This design comes from an exercise in tuning for small area, a short achievable clock period and few clock cycles on the open sky130 flow, not from production work.
The RTL was checked by simulation tests, not by an equivalence proof against the original design.

## flow/run.sh

```bash
#!/bin/bash
# synth_recipe.tcl (not shown) runs the flow's synth.tcl, then flattens the netlist and writes it again
# the make line also repeats each setting of config.mk as NAME=value (left out here)
make -C /OpenROAD-flow-scripts/flow DESIGN_CONFIG=/design/flow/config.mk WORK_HOME=/design/flow/orfs CLKGATE_MAP_FILE= SYNTH_SCRIPT=/design/flow/synth_recipe.tcl finish
```

## flow/config.mk

```make
export PLATFORM = sky130hd
export DESIGN_NAME = b58_codec
export DESIGN_NICKNAME = b58_codec
export VERILOG_FILES = /design/flow/design.v
export SDC_FILE = /design/flow/constraint.sdc
export NUM_CORES = 4
export LEC_CHECK = 0
export CAP_MARGIN = 20
export CORE_MARGIN = 2
export CORE_UTILIZATION = 40
export SLEW_MARGIN = 20
```

## flow/constraint.sdc

```tcl
create_clock -name core_clock -period 12.0 [get_ports {clk}]
set_input_delay 2.4000 -clock core_clock [delete_from_list [all_inputs] [get_ports {clk}]]
set_output_delay 2.4000 -clock core_clock [all_outputs]
set_load 0.01 [all_outputs]
```

## flow/design.v

```verilog
module b58_codec (
    input  wire         clk,
    input  wire         rst,        
    input  wire         start,
    input  wire         mode,       
    input  wire [6:0]   in_len,     
    input  wire [511:0] in_data,    
    output wire         busy,
    output reg          done,
    output reg          err,
    output reg  [6:0]   out_len,
    output wire [703:0] out_data    
);
    localparam NP = 16;             
    localparam NPASS = (64 + NP - 1) / NP;
    localparam OUT_BYTES = 88;
    function [7:0] b58_char;
        input [5:0] v;
        begin
            if (v < 6'd9)       b58_char = 8'h31 + {2'b0, v};
            else if (v < 6'd17) b58_char = 8'h41 + {2'b0, v} - 8'd9;
            else if (v < 6'd22) b58_char = 8'h4A + {2'b0, v} - 8'd17;
            else if (v < 6'd33) b58_char = 8'h50 + {2'b0, v} - 8'd22;
            else if (v < 6'd44) b58_char = 8'h61 + {2'b0, v} - 8'd33;
            else                b58_char = 8'h6D + {2'b0, v} - 8'd44;
        end
    endfunction
    function [6:0] b58_val;
        input [7:0] c;
        begin
            if (c >= 8'h31 && c <= 8'h39)      b58_val = {1'b0, c[5:0] - 6'h31};
            else if (c >= 8'h41 && c <= 8'h48) b58_val = {1'b0, c[5:0] - 6'h01 + 6'd9};
            else if (c >= 8'h4A && c <= 8'h4E) b58_val = {1'b0, c[5:0] - 6'h0A + 6'd17};
            else if (c >= 8'h50 && c <= 8'h5A) b58_val = {1'b0, c[5:0] - 6'h10 + 6'd22};
            else if (c >= 8'h61 && c <= 8'h6B) b58_val = {1'b0, c[5:0] - 6'h21 + 6'd33};
            else if (c >= 8'h6D && c <= 8'h7A) b58_val = {1'b0, c[5:0] - 6'h2D + 6'd44};
            else                               b58_val = 7'h40;
        end
    endfunction
    localparam S_IDLE = 2'd0;
    localparam S_LOAD = 2'd1;
    localparam S_RUN  = 2'd2;
    localparam S_PAD  = 2'd3;
    reg  [1:0]  state;
    reg         md;                 
    reg  [6:0]  len;                
    reg  [7:0]  ib [0:63];          
    reg  [6:0]  base;               
    reg  [6:0]  lold;               
    reg  [6:0]  rp;                 
    reg  [6:0]  t;                  
    reg  [7:0]  sin;                
    reg  [6:0]  zcnt;               
    reg  [8*OUT_BYTES-1:0] obuf;
    reg  [8:0]  c    [0:NP-1];      
    reg  [7:0]  pipe [0:NP-1];      
    reg  [NP-1:0] pv;               
    assign busy     = (state != S_IDLE);
    assign out_data = obuf;
    wire [6:0] left = len - base;                   
    wire       last = (left <= NP);                 
    wire [4:0] used = last ? left[4:0] : NP;        
    wire [7:0] pout [0:NP-1];
    wire [8:0] cnx  [0:NP-1];
    wire [NP-1:0] act;              
    wire [NP-1:0] cnz;              
    genvar k;
    generate
        for (k = 0; k < NP; k = k + 1) begin : g_proc
            wire [7:0] pin = (k == 0) ? sin : pipe[k-1];
            wire [12:0] w  = {2'b0, pin, 3'b0} + {1'b0, pin, 4'b0} + {4'b0, c[k]};
            wire [4:0]  wh = w[10:6];
            wire [7:0]  u  = {1'b0, wh, 2'b0} + {2'b0, wh, 1'b0} + {2'b0, w[5:0]};
            wire [1:0]  tq = (u >= 8'd174) ? 2'd3 : (u >= 8'd116) ? 2'd2 :
                             (u >= 8'd58)  ? 2'd1 : 2'd0;
            wire [5:0]  er = u[5:0] + (tq == 2'd3 ? 6'd18 : tq == 2'd2 ? 6'd12 :
                                       tq == 2'd1 ? 6'd6 : 6'd0);
            wire [8:0]  eq = {1'b0, pin[5:0], 2'b0} + {4'b0, wh} + {7'b0, tq};
            wire [13:0] dv = {1'b0, w} + {1'b0, pin, 5'b0} + {5'b0, pin, 1'b0};
            assign pout[k] = md ? dv[7:0] : {2'b0, er};
            assign cnx[k]  = md ? {3'b0, dv[13:8]} : eq;
            assign act[k]  = (k < used);
            assign cnz[k]  = |c[k];
            wire vin = (k == 0) ? 1'b1 : pv[k-1];
            reg [7:0] ldb;
            integer j;
            always @(*) begin
                ldb = 8'd0;
                for (j = 0; j < NPASS; j = j + 1)
                    if (base == j * NP && j * NP + k < 64) ldb = ib[j * NP + k];
            end
            wire [6:0] dl = b58_val(ldb);
            always @(posedge clk) begin
                if (state == S_LOAD)
                    c[k] <= md ? {dl[6], 2'b0, dl[5:0]} : {1'b0, ldb};
                else if (vin)
                    c[k] <= cnx[k];
                pipe[k] <= pout[k];
                if (state != S_RUN)
                    pv[k] <= 1'b0;
                else
                    pv[k] <= vin;
            end
        end
    endgenerate
    wire [4:0] jt  = used - 5'd1;
    wire [7:0] tap = pipe[jt[3:0]];
    wire       tv  = pv[jt[3:0]];
    reg        rem_nz;
    reg  [6:0] lzn;
    reg        bad;
    integer i;
    always @(*) begin
        rem_nz = (t < lold);
        for (i = 0; i < NP; i = i + 1)
            if (act[i] && cnz[i]) rem_nz = 1'b1;
        for (i = 0; i < NP; i = i + 1)
            if (i < jt && pipe[i] != 8'd0) rem_nz = 1'b1;
        lzn = len;
        for (i = 63; i >= 0; i = i - 1)
            if (i < len && ib[i] != (md ? 8'h31 : 8'h00)) lzn = i;
        bad = 1'b0;
        for (i = 0; i < NP; i = i + 1)
            if (act[i] && c[i][8]) bad = 1'b1;
    end
    function [7:0] old_elem;
        input [6:0] p;
        reg   [7:0] b;
        reg   [6:0] v;
        begin
            b = obuf[8*p +: 8];
            v = b58_val(b);
            old_elem = md ? b : {2'b0, v[5:0]};
        end
    endfunction
    wire       tz       = (tap == 8'd0);
    wire       emit     = tv && (!tz || rem_nz);
    wire [7:0] tap_byte = md ? tap : b58_char(tap[5:0]);
    wire [7:0] pad_byte = md ? 8'h00 : 8'h31;
    wire [6:0] rp_next  = rp - 7'd1 + {6'd0, emit};
    always @(posedge clk) begin
        if (rst) begin
            state <= S_IDLE;
            done  <= 1'b0;
        end else begin
            case (state)
            S_IDLE: begin
                md  <= mode;
                len <= in_len;
                for (i = 0; i < 64; i = i + 1)
                    ib[i] <= in_data[8*i +: 8];
                if (start) begin
                    done    <= 1'b0;
                    err     <= 1'b0;
                    out_len <= 7'd0;
                    base    <= 7'd0;
                    lold    <= 7'd0;
                    state   <= S_LOAD;
                end
            end
            S_LOAD: begin
                if (base == 7'd0) zcnt <= lzn;
                t       <= 7'd0;
                out_len <= 7'd0;
                sin     <= (lold != 7'd0) ? old_elem(lold - 7'd1) : 8'd0;
                rp      <= lold - 7'd2;
                if (len == 7'd0) begin
                    done  <= 1'b1;
                    state <= S_IDLE;
                end else begin
                    state <= S_RUN;
                end
            end
            S_RUN: begin
                t   <= t + 7'd1;
                rp  <= rp_next;
                sin <= (t + 7'd1 < lold) ? old_elem(rp) : 8'd0;
                if (t == 7'd0 && md && bad) begin
                    err     <= 1'b1;
                    out_len <= 7'd0;
                    done    <= 1'b1;
                    state   <= S_IDLE;
                end else if (tv) begin
                    if (emit) begin
                        obuf    <= {obuf[8*OUT_BYTES-9:0], tap_byte};
                        out_len <= out_len + 7'd1;
                    end
                    if (!rem_nz) begin
                        if (!last) begin
                            lold  <= out_len + {6'd0, emit};
                            base  <= base + NP;
                            state <= S_LOAD;
                        end else if (zcnt == 7'd0) begin
                            done  <= 1'b1;
                            state <= S_IDLE;
                        end else begin
                            state <= S_PAD;
                        end
                    end
                end
            end
            S_PAD: begin
                obuf    <= {obuf[8*OUT_BYTES-9:0], pad_byte};
                out_len <= out_len + 7'd1;
                zcnt    <= zcnt - 7'd1;
                if (zcnt == 7'd1) begin
                    done  <= 1'b1;
                    state <= S_IDLE;
                end
            end
            endcase
        end
    end
endmodule
```

==> results.toml, run 1 <==
[die]
num_rows = 195
die_y_um = 537
die-width_um = 537
initial_standard_cell_utilization_of_the_core_pct = 40.3
num_io_pins = 1237
std_cell_core_area_um2 = 283000
die_area_um2 = 289000

[run]
drv_cap = 0

[synth]
yosys_most_used_dff = "sky130_fd_sc_hd__edfxtp_1"
synth.avg_cell_area_um2 = 11.1
synth-async-reset-ratio_pct = 0
synth_top_area_share_pct = 37.1
synthesis.area_um2 = 114000
mappedNetlistNets = 12100
synth_cells = 10300
synth_cell_types = 117
number_of_enable_type_register_cells_in_the_synthesized_netlist = 1406
post_synth_main_area_contributors = "sky130_fd_sc_hd__edfxtp_1, sky130_fd_sc_hd__ha_1, sky130_fd_sc_hd__mux4_2, sky130_fd_sc_hd__fa_1, sky130_fd_sc_hd__a21oi_1"
synth_seq_cells = 1562
yosysSeqAreaShare_pct = 39.9
yosysWarnings = 4
post-synth-top-area-cell = "sky130_fd_sc_hd__edfxtp_1"

[sta]
timing.hold.ws_ps = 366
finalHoldViolCount = 0
max_freq_mhz = 119
rsz0062_at_grt = "no"
fin_crit_sh_pct = 70.1
post-route-min-period_ps = 8420
final_setup_vio_count = 0
finalMaxSlewViolations = 0
totalNegativeSetupSlack_ps = 0
final.setup_skew_ps = 143
worst_slew_pin_tran_ps = 1220
slew-limit-headroom_pct = 18.1

[routing]
ant_nets = 0
vias = 96000
routed_wire_length_per_instance_um = 32.0
number_of_remaining_drc_errors = 0
detail_route.vias_per_cell = 6.25
drt_first_iter_violations = 10800
detail_route.wirelength_um = 491000
dr.pass1.iters = 6

[place]
place.gp.congestion = 1.00
dpl.hpwl_um = 390000
placement.cell_area_um2 = 130000
place.detailed.instances = 15000
portBuffers = 1236

[cts]
post_cts_buffers = 0
cts_root_buf = "sky130_fd_sc_hd__clkbuf_16"
cts_resized = 0
clock_tree_from_tritoncts = "yes"
cts_sinks = 1562
cts.clk_slew.worst_paths_ps = 60
clk-insertion-delay-late_ps = 930
cts_hold_buf = 0
total_clock_buffers_created_by_cts = 186
clockBufferDepth = 4
h-tree-depth = 4

[layout]
final_core_utilization_pct = 48.4
drive_above_1_share_pct = 9.06
fin_area_um2 = 137000
finalNonFillerCells = 15400
design.final.nets = 13200
layout.filler_cells = 25500
flow.area_growth_from_synthesis_pct = 20.1

[worst_hold_path]
min-delay-path-class = "reg2reg"

[grt]
gr-usage-all-layers_pct = 33.0
grt_antenna_before_repair = 43
wire_length_of_the_first_global_routing_pass_um = 686000
first_global_vias = 91900
grt_start_max_net_pins = 174
global_route.overflow_total = 0

[run_status]
run_status = "finished clean"

[critical_path]
critical_path_required_ps = 12500
critPathMaxStageDelay_ps = 820
critical_path.max_fanout = 170
worst_path_max_delay_cell = "sky130_fd_sc_hd__edfxtp_1"
critPathCaptureType = "flip-flop"
cp-start-kind = "flip-flop"
cp_cell_instances = "xnor2_2 -> nand2_1 -> o21ai_2 -> and2_1 -> inv_6 -> ha_1 -> inv_1 -> nand4_1 -> a41oi_4 -> inv_2 -> ha_4 -> nand3_2 -> nor4_1 -> a21oi_1 -> mux2i_1 -> nor2_4 -> buf_4 -> buf_12"
setup.worst_path.class = "reg2reg"
arrival_ps = 8920
## sequential cells by signal (all words and copies together), names as in the netlist, 8 cells and up
| register | cells |
|---|---|
| ib | 512 |
| c | 144 |
| sin | 8 |
| pv | 16 |
| obuf | 704 |
| pipe | 128 |
## metal layers
layer  share of wire [%]  track usage [%]  vias up
met5               0.016                0        -
met4                 6.2             17.4       12
met3                 9.6             7.68     1007
met2                  44             50.6     5493
met1                  40             43.5    48300
li1                    -                -    41200
## final timing paths
| path | startpoint | end | slack (ps) | depth (start not counted) |
|---|---|---|---|---|
| setup / recovery | base[6] | obuf[307] | 3580 | 18 |
| hold / removal | c[0][0] | pipe[0][0] | 370 | 0 |
| hold reg to reg | c[0][0] | pipe[0][0] | 370 | 0 |
| setup reg to reg | base[6] | obuf[307] | 3580 | 18 |
## logic make-up (layout without fill, tap and decap cells)
kind of cell / count (synthesis) / count (layout) / synth area share [%]
and+or+nand+nor: 2494 / 2494 / 11.2
DFF: 1562 / 1562 / 39.9
xor gates and xnor gates: 473 / 473 / 3.66
adders and majority gates: 1263 / 1263 / 15.8
AOI/OAI and AO/OA: 2637 / 2637 / 15.3
other: 0 / 33 / 0
buffers and inverters: 1311 / 2612 / 4.76
muxes: 537 / 537 / 9.43
## worst max-delay path: cells and delay by family (launching register included)
family / cells / cell delay [ps]
AO/OA/AOI/OAI: 3 / 1670
XOR/XNOR: 1 / 520
adder cells (fa/ha/maj): 2 / 740
buffers and inverters: 5 / 1770
flip-flops: 1 / 820
multiplexers: 1 / 250
AND/OR/NAND/NOR: 6 / 1870
## through the flow
| step | setup slack [ps] |
|---|---|
| 2_1_floorplan | -2810 |
| 3_3_place_gp | 3960 |
| 3_5_place_dp | 3770 |
| 4_1_cts | 3820 |
| 5_1_grt | 3270 |
| 6_report | 3580 |
## cell usage after synthesis (111+ instances only)
master / n
sky130_fd_sc_hd__edfxtp_1: 1406
sky130_fd_sc_hd__ha_1: 973
sky130_fd_sc_hd__inv_1: 863
sky130_fd_sc_hd__a21oi_1: 763
sky130_fd_sc_hd__nand2_1: 614
sky130_fd_sc_hd__nor2_1: 547
sky130_fd_sc_hd__o21ai_0: 440
sky130_fd_sc_hd__mux4_2: 409
sky130_fd_sc_hd__xnor2_1: 341
sky130_fd_sc_hd__fa_1: 288
sky130_fd_sc_hd__clkbuf_1: 275
sky130_fd_sc_hd__nor3_1: 195
sky130_fd_sc_hd__nor2b_1: 191
sky130_fd_sc_hd__a211oi_1: 166
sky130_fd_sc_hd__dfxtp_1: 156
sky130_fd_sc_hd__a21o_1: 153
sky130_fd_sc_hd__nand3_1: 151
sky130_fd_sc_hd__o21bai_1: 151
sky130_fd_sc_hd__or4_1: 131
sky130_fd_sc_hd__xor2_1: 130
sky130_fd_sc_hd__a31oi_1: 122
sky130_fd_sc_hd__nand2b_1: 111
## area by class of cell
| class | instances | area [um^2] | area share, % |
|---|---|---|---|
| clock buffer | 225 | 4970 | 3.63 |
| sequential | 1562 | 45300 | 33.2 |
| timing repair buffer | 1401 | 13800 | 10.1 |
| tap | 3743 | 4680 | 3.43 |
| clock inverter | 104 | 1030 | 0.755 |
| antenna | 33 | 82.6 | 0.0604 |
| inverter | 882 | 3320 | 2.43 |
| multi-input combinational | 7404 | 63400 | 46.4 |
## cells in the final DEF, fill, tap and decap left out, types with 190 or more instances in the layout
master,instances
sky130_fd_sc_hd__inv_1,860
sky130_fd_sc_hd__o21ai_0,439
sky130_fd_sc_hd__edfxtp_1,1406
sky130_fd_sc_hd__a21oi_1,759
sky130_fd_sc_hd__fa_1,288
sky130_fd_sc_hd__xnor2_1,336
sky130_fd_sc_hd__mux4_2,409
sky130_fd_sc_hd__clkdlybuf4s50_1,1236
sky130_fd_sc_hd__nand2_1,614
sky130_fd_sc_hd__nor2_1,540
sky130_fd_sc_hd__nor3_1,193
sky130_fd_sc_hd__ha_1,964
sky130_fd_sc_hd__clkbuf_16,190
Testbench counts, summed over its fixed seeds: cycles 39,244.
==> inputs of run 2 (changes only) <==
--- a/flow/design.v
+++ b/flow/design.v
@@ -43,4 +43,5 @@
     localparam S_PAD  = 2'd3;
     reg  [1:0]  state;
+    reg         busy_r;
     reg         md;                 
     reg  [6:0]  len;                
@@ -56,12 +57,18 @@
     reg  [7:0]  pipe [0:NP-1];      
     reg  [NP-1:0] pv;               
-    assign busy     = (state != S_IDLE);
+    reg  [NP-1:0] act;              
+    reg  [NP-1:0] pmask;            
+    reg  [NP-1:0] tsel;             
+    reg           last;             
+    reg  [7:0]  tapr;               
+    reg         tvr;                
+    reg         remr;               
+    assign busy     = busy_r;
     assign out_data = obuf;
-    wire [6:0] left = len - base;                   
-    wire       last = (left <= NP);                 
-    wire [4:0] used = last ? left[4:0] : NP;        
+    wire [6:0] left  = len - base;                  
+    wire       lastc = (left <= NP);                
+    wire [6:0] used  = lastc ? left : NP;           
     wire [7:0] pout [0:NP-1];
     wire [8:0] cnx  [0:NP-1];
-    wire [NP-1:0] act;              
     wire [NP-1:0] cnz;              
     genvar k;
@@ -69,5 +76,6 @@
         for (k = 0; k < NP; k = k + 1) begin : g_proc
             wire [7:0] pin = (k == 0) ? sin : pipe[k-1];
-            wire [12:0] w  = {2'b0, pin, 3'b0} + {1'b0, pin, 4'b0} + {4'b0, c[k]};
+            wire [5:0]  d  = pin[5:0];
+            wire [10:0] w  = {1'b0, d, 4'b0} + {2'b0, d, 3'b0} + {2'b0, c[k]};
             wire [4:0]  wh = w[10:6];
             wire [7:0]  u  = {1'b0, wh, 2'b0} + {2'b0, wh, 1'b0} + {2'b0, w[5:0]};
@@ -76,9 +84,9 @@
             wire [5:0]  er = u[5:0] + (tq == 2'd3 ? 6'd18 : tq == 2'd2 ? 6'd12 :
                                        tq == 2'd1 ? 6'd6 : 6'd0);
-            wire [8:0]  eq = {1'b0, pin[5:0], 2'b0} + {4'b0, wh} + {7'b0, tq};
-            wire [13:0] dv = {1'b0, w} + {1'b0, pin, 5'b0} + {5'b0, pin, 1'b0};
+            wire [8:0]  eq = {1'b0, d, 2'b0} + {4'b0, wh} + {7'b0, tq};
+            wire [13:0] dv = {1'b0, pin, 5'b0} + {2'b0, pin, 4'b0} + {3'b0, pin, 3'b0}
+                           + {5'b0, pin, 1'b0} + {8'b0, c[k][5:0]};
             assign pout[k] = md ? dv[7:0] : {2'b0, er};
             assign cnx[k]  = md ? {3'b0, dv[13:8]} : eq;
-            assign act[k]  = (k < used);
             assign cnz[k]  = |c[k];
             wire vin = (k == 0) ? 1'b1 : pv[k-1];
@@ -97,4 +105,9 @@
                     c[k] <= cnx[k];
                 pipe[k] <= pout[k];
+                if (state == S_LOAD) begin
+                    act[k]   <= (k < used);
+                    pmask[k] <= (k + 1 < used);
+                    tsel[k]  <= (k + 1 == used);
+                end
                 if (state != S_RUN)
                     pv[k] <= 1'b0;
@@ -104,11 +117,18 @@
         end
     endgenerate
-    wire [4:0] jt  = used - 5'd1;
-    wire [7:0] tap = pipe[jt[3:0]];
-    wire       tv  = pv[jt[3:0]];
+    reg  [7:0] tap;
+    reg        tv;
+    integer i;
+    always @(*) begin
+        tap = 8'd0;
+        tv  = 1'b0;
+        for (i = 0; i < NP; i = i + 1) begin
+            tap = tap | (pipe[i] & {8{tsel[i]}});
+            tv  = tv | (pv[i] & tsel[i]);
+        end
+    end
     reg        rem_nz;
     reg  [6:0] lzn;
     reg        bad;
-    integer i;
     always @(*) begin
         rem_nz = (t < lold);
@@ -116,5 +136,5 @@
             if (act[i] && cnz[i]) rem_nz = 1'b1;
         for (i = 0; i < NP; i = i + 1)
-            if (i < jt && pipe[i] != 8'd0) rem_nz = 1'b1;
+            if (pmask[i] && pipe[i] != 8'd0) rem_nz = 1'b1;
         lzn = len;
         for (i = 63; i >= 0; i = i - 1)
@@ -134,13 +154,14 @@
         end
     endfunction
-    wire       tz       = (tap == 8'd0);
-    wire       emit     = tv && (!tz || rem_nz);
-    wire [7:0] tap_byte = md ? tap : b58_char(tap[5:0]);
+    wire       emit     = tvr && (tapr != 8'd0 || remr);
+    wire       pend     = tvr && !remr;              
+    wire [7:0] tap_byte = md ? tapr : b58_char(tapr[5:0]);
     wire [7:0] pad_byte = md ? 8'h00 : 8'h31;
     wire [6:0] rp_next  = rp - 7'd1 + {6'd0, emit};
     always @(posedge clk) begin
         if (rst) begin
-            state <= S_IDLE;
-            done  <= 1'b0;
+            state  <= S_IDLE;
+            busy_r <= 1'b0;
+            done   <= 1'b0;
         end else begin
             case (state)
@@ -151,4 +172,5 @@
                     ib[i] <= in_data[8*i +: 8];
                 if (start) begin
+                    busy_r  <= 1'b1;
                     done    <= 1'b0;
                     err     <= 1'b0;
@@ -161,30 +183,37 @@
             S_LOAD: begin
                 if (base == 7'd0) zcnt <= lzn;
+                last    <= lastc;
                 t       <= 7'd0;
+                tvr     <= 1'b0;
                 out_len <= 7'd0;
                 sin     <= (lold != 7'd0) ? old_elem(lold - 7'd1) : 8'd0;
                 rp      <= lold - 7'd2;
                 if (len == 7'd0) begin
-                    done  <= 1'b1;
-                    state <= S_IDLE;
+                    busy_r <= 1'b0;
+                    done   <= 1'b1;
+                    state  <= S_IDLE;
                 end else begin
-                    state <= S_RUN;
+                    state  <= S_RUN;
                 end
             end
             S_RUN: begin
-                t   <= t + 7'd1;
-                rp  <= rp_next;
-                sin <= (t + 7'd1 < lold) ? old_elem(rp) : 8'd0;
+                t    <= t + 7'd1;
+                rp   <= rp_next;
+                sin  <= (t + 7'd1 < lold) ? old_elem(rp) : 8'd0;
+                tapr <= tap;
+                tvr  <= tv;
+                remr <= rem_nz;
                 if (t == 7'd0 && md && bad) begin
                     err     <= 1'b1;
                     out_len <= 7'd0;
+                    busy_r  <= 1'b0;
                     done    <= 1'b1;
                     state   <= S_IDLE;
-                end else if (tv) begin
+                end else begin
                     if (emit) begin
                         obuf    <= {obuf[8*OUT_BYTES-9:0], tap_byte};
                         out_len <= out_len + 7'd1;
                     end
-                    if (!rem_nz) begin
+                    if (pend) begin
                         if (!last) begin
                             lold  <= out_len + {6'd0, emit};
@@ -192,8 +221,9 @@
                             state <= S_LOAD;
                         end else if (zcnt == 7'd0) begin
-                            done  <= 1'b1;
-                            state <= S_IDLE;
+                            busy_r <= 1'b0;
+                            done   <= 1'b1;
+                            state  <= S_IDLE;
                         end else begin
-                            state <= S_PAD;
+                            state  <= S_PAD;
                         end
                     end
@@ -205,6 +235,7 @@
                 zcnt    <= zcnt - 7'd1;
                 if (zcnt == 7'd1) begin
-                    done  <= 1'b1;
-                    state <= S_IDLE;
+                    busy_r <= 1'b0;
+                    done   <= 1'b1;
+                    state  <= S_IDLE;
                 end
             end
==> run 2 against run 1 <==
Net effect: area after synthesis increased by 3.2%; hold slack worse by 2.8 ps; non-clock buffer count up 52; setup slack gained 820 ps; clock-buffer cell count rose by 9; sequential share of layout area shrank 0.17 points; first-iteration DRC count rose by 8.0%; final area up 3.5%; die area rose by 3.1%; register-to-register slack improved by 820 ps.
==> results.toml, run 2 <==
[place]
pre_cts_ws_ps = 4700
place.detailed.instances = 15200
place.gp.congestion = 1.05
dpl.hpwl_um = 437000
portBuffers = 1236
placement.cell_area_um2 = 135000

[synth]
leading_cell_type_by_number_of_instances_after_synthesis = "sky130_fd_sc_hd__edfxtp_1"
number_of_enable_type_register_cells_in_the_synthesized_netlist = 1450
synth-async-reset-ratio_pct = 0
yosys-top-cells-count = "sky130_fd_sc_hd__edfxtp_1, sky130_fd_sc_hd__ha_1, sky130_fd_sc_hd__inv_1"
synth_seq_cells = 1607
yosysSeqAreaShare_pct = 39.8
synth_cells = 10300
post_synth_main_area_contributors = "sky130_fd_sc_hd__edfxtp_1, sky130_fd_sc_hd__ha_1, sky130_fd_sc_hd__fa_1, sky130_fd_sc_hd__mux4_2, sky130_fd_sc_hd__a21oi_1"
yosysWarnings = 4
synthesis.area_um2 = 117000
synth_cell_types = 114
synth.avg_cell_area_um2 = 11.4
synth_top_area_share_pct = 37.1
post-synth-top-area-cell = "sky130_fd_sc_hd__edfxtp_1"
yosys_most_used_dff = "sky130_fd_sc_hd__edfxtp_1"
mappedNetlistNets = 12300

[critical_path]
critical_path_required_ps = 12590
buf_inv_on_cp = 5
critical_path.max_fanout = 33
crit_reg_reg_endpoint = "sin[4]"
cp_cell_instances = "inv_1 -> ha_4 -> xor2_4 -> buf_4 -> buf_4 -> buf_4 -> mux2i_1 -> mux2i_1 -> mux2i_1 -> o211ai_2 -> inv_1 -> ha_1 -> nand2_1 -> nor4_1 -> nor3_1 -> nor3_1 -> nor2_1 -> nand2_1 -> nor4_1 -> a2111o_1"
reg2reg_from = "lold[0]"
setup.worst_path.class = "reg2reg"
arrival_ps = 8180
r2r_cells = 20
critPathMaxStageDelay_ps = 930
worst_path_max_delay_cell = "sky130_fd_sc_hd__mux2i_1"
largest_delay_contributor_family_on_the_critical_path = "buffers and inverters"
r2r_slack_ps = 4400
cp-start-kind = "flip-flop"
critPathCaptureType = "flip-flop"
worst-path-stages = 20

[sta]
worst_slew_pin_tran_ps = 1420
final.setup_skew_ps = 102
slew-limit-headroom_pct = 5.14
finalMaxSlewViolations = 0
final_setup_vio_count = 0
totalNegativeSetupSlack_ps = 0
fin_crit_sh_pct = 63.3
timing.hold.ws_ps = 364
rsz0062_at_grt = "no"
fin_ws_ps = 4400
post-route-min-period_ps = 7600
max_freq_mhz = 132
finalHoldViolCount = 0

[layout]
finalNonFillerCells = 15600
layout.filler_cells = 26200
final_core_utilization_pct = 48.5
drive_above_1_share_pct = 9.37
design.final.nets = 13600
flow.area_growth_from_synthesis_pct = 20.5
fin_area_um2 = 141000
max_flop_register = "obuf"
largestRegisters = "obuf (704), ib (512), c (144)"
most_common_cell_after_layout_fill_and_taps_aside = "sky130_fd_sc_hd__edfxtp_1"
final_cell_mix = "sky130_fd_sc_hd__edfxtp_1, sky130_fd_sc_hd__clkdlybuf4s50_1, sky130_fd_sc_hd__ha_1, sky130_fd_sc_hd__inv_1, sky130_fd_sc_hd__a21oi_1"
flip_flop_count_of_the_largest_register_after_layout = 704

[run]
drv_cap = 0

[grt]
wire_length_of_the_first_global_routing_pass_um = 749000
first_global_vias = 94800
gr-usage-all-layers_pct = 35.4
global_route.overflow_total = 0
grt_start_max_net_pins = 178
grt_antenna_before_repair = 107

[routing]
number_of_remaining_drc_errors = 0
dr.pass1.iters = 9
vias = 98000
drt_first_iter_violations = 11600
detail_route.wirelength_um = 543000
routed_wire_length_per_instance_um = 34.7
detail_route.vias_per_cell = 6.27
ant_nets = 0

[die]
num_io_pins = 1237
num_rows = 198
initial_standard_cell_utilization_of_the_core_pct = 40.3
die-width_um = 546
die_y_um = 546
die_area_um2 = 298000
std_cell_core_area_um2 = 291000

[worst_hold_path]
timing.hold.worst.start = "c[7][0]"
holdPathEnd = "pipe[7][0]"
worst_hold_path.num_cells = 0
min-delay-path-class = "reg2reg"

[cts]
cts_root_buf = "sky130_fd_sc_hd__clkbuf_16"
cts_hold_buf = 0
cts.clk_slew.worst_paths_ps = 60
cts_resized = 0
clk-insertion-delay-late_ps = 920
h-tree-depth = 4
cts_sinks = 1607
total_clock_buffers_created_by_cts = 193
clock_tree_from_tritoncts = "yes"
clockBufferDepth = 4
post_cts_buffers = 0

[run_status]
run_status = "finished clean"
[run 2: worst max-delay path by stage]
| stage | start | endpoint |
|---|---|---|
| after global routing | lold[0] | sin[4] |
| after CTS | lold[0] | sin[4] |
| after global placement | lold[0] | sin[5] |
| after detailed placement | lold[0] | sin[4] |
| final | lold[0] | sin[4] |
| after floorplan | rst | obuf[0] |
[run 2: cell families (layout without fill, tap and decap cells)]
| group | after synthesis | after routing | share of synthesized area (%) |
|---|---|---|---|
| AOI/OAI and AO/OA | 2527 | 2527 | 14.5 |
| xor gates and xnor gates | 401 | 401 | 3.02 |
| adders and majority gates | 1535 | 1535 | 19.2 |
| buffers and inverters | 1101 | 2469 | 3.86 |
| DFF | 1607 | 1607 | 39.8 |
| muxes | 529 | 529 | 8.32 |
| other | 1 | 77 | 0.00320 |
| and+or+nand+nor | 2582 | 2582 | 11.3 |
[run 2: metal layers]
layer / wire length, um / GRT usage [%] / vias to the layer above
li1: - / - / 41600
met2: 239000 / 54.2 / 5699
met4: 49000 / 26.4 / 46
met5: 497 / 0 / -
met1: 202000 / 43.6 / 49400
met3: 51800 / 8.36 / 1245
[run 2: final cells by class]
| class | instances | area, um^2 | share of cell area, % |
|---|---|---|---|
| multi-input cells | 7575 | 66700 | 47.1 |
| flip-flops and latches | 1607 | 46700 | 33.0 |
| repair buffers | 1453 | 14200 | 10.0 |
| clock buffers | 234 | 5110 | 3.61 |
| well taps | 3900 | 4880 | 3.45 |
| inverters | 662 | 2490 | 1.76 |
| clock inverters | 120 | 1230 | 0.870 |
| diodes | 76 | 190 | 0.134 |
[run 2: worst register-to-register path, stage by stage, from the launching register on]
cell and delay, ps:
sky130_fd_sc_hd__edfxtp_1 390, sky130_fd_sc_hd__inv_1 320, sky130_fd_sc_hd__ha_4 260, sky130_fd_sc_hd__xor2_4 130, sky130_fd_sc_hd__buf_4 520, sky130_fd_sc_hd__buf_4 730
sky130_fd_sc_hd__buf_4 540, sky130_fd_sc_hd__mux2i_1 940, sky130_fd_sc_hd__mux2i_1 200, sky130_fd_sc_hd__mux2i_1 630, sky130_fd_sc_hd__o211ai_2 410, sky130_fd_sc_hd__inv_1 350
sky130_fd_sc_hd__ha_1 340, sky130_fd_sc_hd__nand2_1 120, sky130_fd_sc_hd__nor4_1 290, sky130_fd_sc_hd__nor3_1 220, sky130_fd_sc_hd__nor3_1 320, sky130_fd_sc_hd__nor2_1 70
sky130_fd_sc_hd__nand2_1 120, sky130_fd_sc_hd__nor4_1 70, sky130_fd_sc_hd__a2111o_1 370
Testbench counts of run 2, summed over its fixed seeds: cycles 40,151.
==> inputs of run 3 (changes only) <==
--- a/flow/design.v
+++ b/flow/design.v
@@ -15,4 +15,5 @@
     localparam NPASS = (64 + NP - 1) / NP;
     localparam OUT_BYTES = 88;
+    localparam IOFF = 24;           
     function [7:0] b58_char;
         input [5:0] v;
@@ -46,12 +47,13 @@
     reg         md;                 
     reg  [6:0]  len;                
-    reg  [7:0]  ib [0:63];          
     reg  [6:0]  base;               
     reg  [6:0]  lold;               
-    reg  [6:0]  rp;                 
+    reg  [OUT_BYTES-1:0] roh;       
+    reg  [OUT_BYTES-1:0] e0h;       
     reg  [6:0]  t;                  
     reg  [7:0]  sin;                
     reg  [6:0]  zcnt;               
-    reg  [8*OUT_BYTES-1:0] obuf;
+    reg  [8*OUT_BYTES-1:0] obuf;    
+    reg  [OUT_BYTES-1:0] smask;     
     reg  [8:0]  c    [0:NP-1];      
     reg  [7:0]  pipe [0:NP-1];      
@@ -96,19 +98,19 @@
                 ldb = 8'd0;
                 for (j = 0; j < NPASS; j = j + 1)
-                    if (base == j * NP && j * NP + k < 64) ldb = ib[j * NP + k];
+                    if (base == j * NP && j * NP + k < 64) ldb = obuf[8*(IOFF + j * NP + k) +: 8];
             end
             wire [6:0] dl = b58_val(ldb);
             always @(posedge clk) begin
-                if (state == S_LOAD)
+                if (ld)
                     c[k] <= md ? {dl[6], 2'b0, dl[5:0]} : {1'b0, ldb};
                 else if (vin)
                     c[k] <= cnx[k];
                 pipe[k] <= pout[k];
-                if (state == S_LOAD) begin
+                if (ld) begin
                     act[k]   <= (k < used);
                     pmask[k] <= (k + 1 < used);
                     tsel[k]  <= (k + 1 == used);
                 end
-                if (state != S_RUN)
+                if (state != S_RUN || ld)
                     pv[k] <= 1'b0;
                 else
@@ -139,5 +141,5 @@
         lzn = len;
         for (i = 63; i >= 0; i = i - 1)
-            if (i < len && ib[i] != (md ? 8'h31 : 8'h00)) lzn = i;
+            if (i < len && obuf[8*(IOFF + i) +: 8] != (md ? 8'h31 : 8'h00)) lzn = i;
         bad = 1'b0;
         for (i = 0; i < NP; i = i + 1)
@@ -145,9 +147,12 @@
     end
     function [7:0] old_elem;
-        input [6:0] p;
+        input [OUT_BYTES-1:0] p;
         reg   [7:0] b;
         reg   [6:0] v;
+        integer j;
         begin
-            b = obuf[8*p +: 8];
+            b = 8'd0;
+            for (j = 0; j < OUT_BYTES; j = j + 1)
+                b = b | (obuf[8*j +: 8] & {8{p[j]}});
             v = b58_val(b);
             old_elem = md ? b : {2'b0, v[5:0]};
@@ -158,5 +163,33 @@
     wire [7:0] tap_byte = md ? tapr : b58_char(tapr[5:0]);
     wire [7:0] pad_byte = md ? 8'h00 : 8'h31;
-    wire [6:0] rp_next  = rp - 7'd1 + {6'd0, emit};
+    wire       ld       = (state == S_LOAD) || (state == S_RUN && pend && !last);
+    wire [6:0] lnew     = out_len + {6'd0, emit};    
+    wire       sh      = (state == S_RUN && emit) || state == S_PAD;
+    wire [7:0] newbyte = (state == S_PAD) ? pad_byte : tap_byte;
+    genvar b;
+    generate
+        for (b = 0; b < OUT_BYTES; b = b + 1) begin : g_buf
+            wire [7:0] below;
+            wire [7:0] inb;
+            if (b == 0) begin : g_first
+                assign below = newbyte;
+            end else begin : g_next
+                assign below = obuf[8*(b-1) +: 8];
+            end
+            if (b >= IOFF) begin : g_in
+                assign inb = in_data[8*(b-IOFF) +: 8];
+            end else begin : g_noin
+                assign inb = below;
+            end
+            always @(posedge clk) begin
+                if (state == S_IDLE) begin
+                    if (b >= IOFF && start)
+                        obuf[8*b +: 8] <= inb;
+                end else if (sh && smask[b]) begin
+                    obuf[8*b +: 8] <= below;
+                end
+            end
+        end
+    endgenerate
     always @(posedge clk) begin
         if (rst) begin
@@ -169,6 +202,4 @@
                 md  <= mode;
                 len <= in_len;
-                for (i = 0; i < 64; i = i + 1)
-                    ib[i] <= in_data[8*i +: 8];
                 if (start) begin
                     busy_r  <= 1'b1;
@@ -182,11 +213,13 @@
             end
             S_LOAD: begin
-                if (base == 7'd0) zcnt <= lzn;
+                zcnt    <= lzn;
+                for (i = 0; i < OUT_BYTES; i = i + 1)
+                    smask[i] <= lastc || (i < IOFF + base + NP);
+                base    <= base + NP;
                 last    <= lastc;
                 t       <= 7'd0;
                 tvr     <= 1'b0;
                 out_len <= 7'd0;
-                sin     <= (lold != 7'd0) ? old_elem(lold - 7'd1) : 8'd0;
-                rp      <= lold - 7'd2;
+                sin     <= 8'd0;
                 if (len == 7'd0) begin
                     busy_r <= 1'b0;
@@ -199,9 +232,12 @@
             S_RUN: begin
                 t    <= t + 7'd1;
-                rp   <= rp_next;
-                sin  <= (t + 7'd1 < lold) ? old_elem(rp) : 8'd0;
+                roh  <= emit ? roh : {1'b0, roh[OUT_BYTES-1:1]};
+                sin  <= (t + 7'd1 < lold) ? old_elem(roh) : 8'd0;
                 tapr <= tap;
                 tvr  <= tv;
                 remr <= rem_nz;
+                if (emit)
+                    e0h <= (out_len == 7'd0) ? {{(OUT_BYTES-1){1'b0}}, 1'b1}
+                                             : {e0h[OUT_BYTES-2:0], 1'b0};
                 if (t == 7'd0 && md && bad) begin
                     err     <= 1'b1;
@@ -211,13 +247,23 @@
                     state   <= S_IDLE;
                 end else begin
-                    if (emit) begin
-                        obuf    <= {obuf[8*OUT_BYTES-9:0], tap_byte};
+                    if (emit)
                         out_len <= out_len + 7'd1;
-                    end
                     if (pend) begin
                         if (!last) begin
-                            lold  <= out_len + {6'd0, emit};
-                            base  <= base + NP;
-                            state <= S_LOAD;
+                            for (i = 0; i < OUT_BYTES; i = i + 1)
+                                smask[i] <= lastc || (i < IOFF + base + NP);
+                            base    <= base + NP;
+                            last    <= lastc;
+                            lold    <= lnew;
+                            t       <= 7'd0;
+                            tvr     <= 1'b0;
+                            out_len <= 7'd0;
+                            if (lnew == 7'd0)
+                                sin <= 8'd0;
+                            else if (out_len == 7'd0)
+                                sin <= tapr;             
+                            else
+                                sin <= old_elem(e0h);
+                            roh     <= emit ? e0h : {1'b0, e0h[OUT_BYTES-1:1]};
                         end else if (zcnt == 7'd0) begin
                             busy_r <= 1'b0;
@@ -231,5 +277,4 @@
             end
             S_PAD: begin
-                obuf    <= {obuf[8*OUT_BYTES-9:0], pad_byte};
                 out_len <= out_len + 7'd1;
                 zcnt    <= zcnt - 7'd1;
--- a/flow/config.mk
+++ b/flow/config.mk
@@ -8,4 +8,4 @@
 export CAP_MARGIN = 20
 export CORE_MARGIN = 2
-export CORE_UTILIZATION = 40
+export CORE_UTILIZATION = 60
 export SLEW_MARGIN = 20
==> run 3 against run 2 <==
Net effect: the flow now stops in 5_1_grt; area after synthesis is 4.5% lower; synthesized cell count is 7.0% higher.
==> results.toml, run 3 <==
[die]
num_rows = 158
num_io_pins = 1237
die-width_um = 436
initial_standard_cell_utilization_of_the_core_pct = 60.4
die_y_um = 436

[place]
dpl.hpwl_um = 602000
pre_cts_ws_ps = 4840
place.detailed.instances = 14700
portBuffers = 1236
place.gp.congestion = 1.55
placement.cell_area_um2 = 130000

[synth]
mappedNetlistNets = 13100
synth_top_area_share_pct = 29.9
yosysWarnings = 3
post_synth_main_area_contributors = "sky130_fd_sc_hd__edfxtp_1, sky130_fd_sc_hd__ha_1, sky130_fd_sc_hd__fa_1, sky130_fd_sc_hd__mux2_2, sky130_fd_sc_hd__a22oi_1"
synth-async-reset-ratio_pct = 0
synth_cell_types = 130
synth_cells = 11000
yosys-top-cells-count = "sky130_fd_sc_hd__edfxtp_1, sky130_fd_sc_hd__ha_1, sky130_fd_sc_hd__inv_1"
yosys_most_used_dff = "sky130_fd_sc_hd__edfxtp_1"
leading_cell_type_by_number_of_instances_after_synthesis = "sky130_fd_sc_hd__edfxtp_1"
post-synth-top-area-cell = "sky130_fd_sc_hd__edfxtp_1"
yosysSeqAreaShare_pct = 32.7
number_of_enable_type_register_cells_in_the_synthesized_netlist = 1115
synth.avg_cell_area_um2 = 10.2
synth_seq_cells = 1272
synthesis.area_um2 = 112000

[cts]
cts_resized = 0
cts_sinks = 1272
cts_hold_buf = 0
cts_root_buf = "sky130_fd_sc_hd__clkbuf_16"
h-tree-depth = 4
total_clock_buffers_created_by_cts = 147
post_cts_buffers = 0
clockBufferDepth = 3

[grt]
gr-usage-all-layers_pct = 96.4
grt_start_max_net_pins = 187
global_route.overflow_total = 5476
first_global_vias = 137000
wire_length_of_the_first_global_routing_pass_um = 1300000

[run_status]
run_status = "stopped before the end"
flow.first_error = "[ERROR GRT-0116] Global routing finished with congestion. Check the congestion regions in the DRC Viewer."
stop_stage = "5_1_grt"
run 3: kinds of logic after synthesis:
group / count (synthesis) / share of synthesized area, %
AO/OA/AOI/OAI: 3109 / 19.7
XOR/XNOR: 419 / 3.28
adder cells (fa/ha/maj): 1533 / 20.1
buffers and inverters: 1286 / 4.72
flip-flops: 1272 / 32.7
multiplexers: 720 / 7.05
other: 1 / 0.00335
AND/OR/NAND/NOR: 2662 / 12.4
run 3: worst max path at each step:
stage	start	end	slack, ps
CTS	pipe[6][1]	c[7][6]	4710
detailed placement	pipe[11][0]	c[12][6]	4840
global placement	pipe[2][1]	c[3][6]	5140
floorplan	rst	e0h[0]	2230
run 3: routing by layer:
| metal | GRT overflow | GRT usage (%) |
|---|---|---|
| met5 | 87 | 82.0 |
| met4 | 1271 | 96.4 |
| met3 | 696 | 91.2 |
| met2 | 2584 | 104 |
| met1 | 838 | 94.8 |
Testbench counts of run 3, summed over its fixed seeds: cycles 39,563.

afterwards: timing with drivers on the ports:
Ports are ideal in the flow. The routed layouts listed here were re-timed in OpenROAD. Step 1 (the two cells are an assumption about what drives the block):
set clk [get_ports {clk}]
set_driving_cell -lib_cell sky130_fd_sc_hd__clkbuf_16 $clk
set_driving_cell -lib_cell sky130_fd_sc_hd__buf_2 [delete_from_list [all_inputs] $clk]
Step 2 adds t to the input delays and takes it off the output delays; t is the mean of the earliest and latest rising clock arrival at the registers after step 1. Input paths then give back, and output paths get back, about the clock's delay inside the block. a / b / c = ideal ports / drivers / drivers and shift; a / b = the first two.
| run | t, ns | setup slack, ns | clock arrival spread, ns | worst register clock-pin slew, ns |
|---|---|---|---|---|
| run 1 | 0.968 | 3.583 / 3.583 / 3.583 | 0.144 / 0.144 | 0.07 / 0.07 |
| run 2 | 0.989 | 4.403 / 4.403 / 4.403 | 0.107 / 0.106 | 0.07 / 0.07 |
After both steps setup and hold are still met in every run listed.
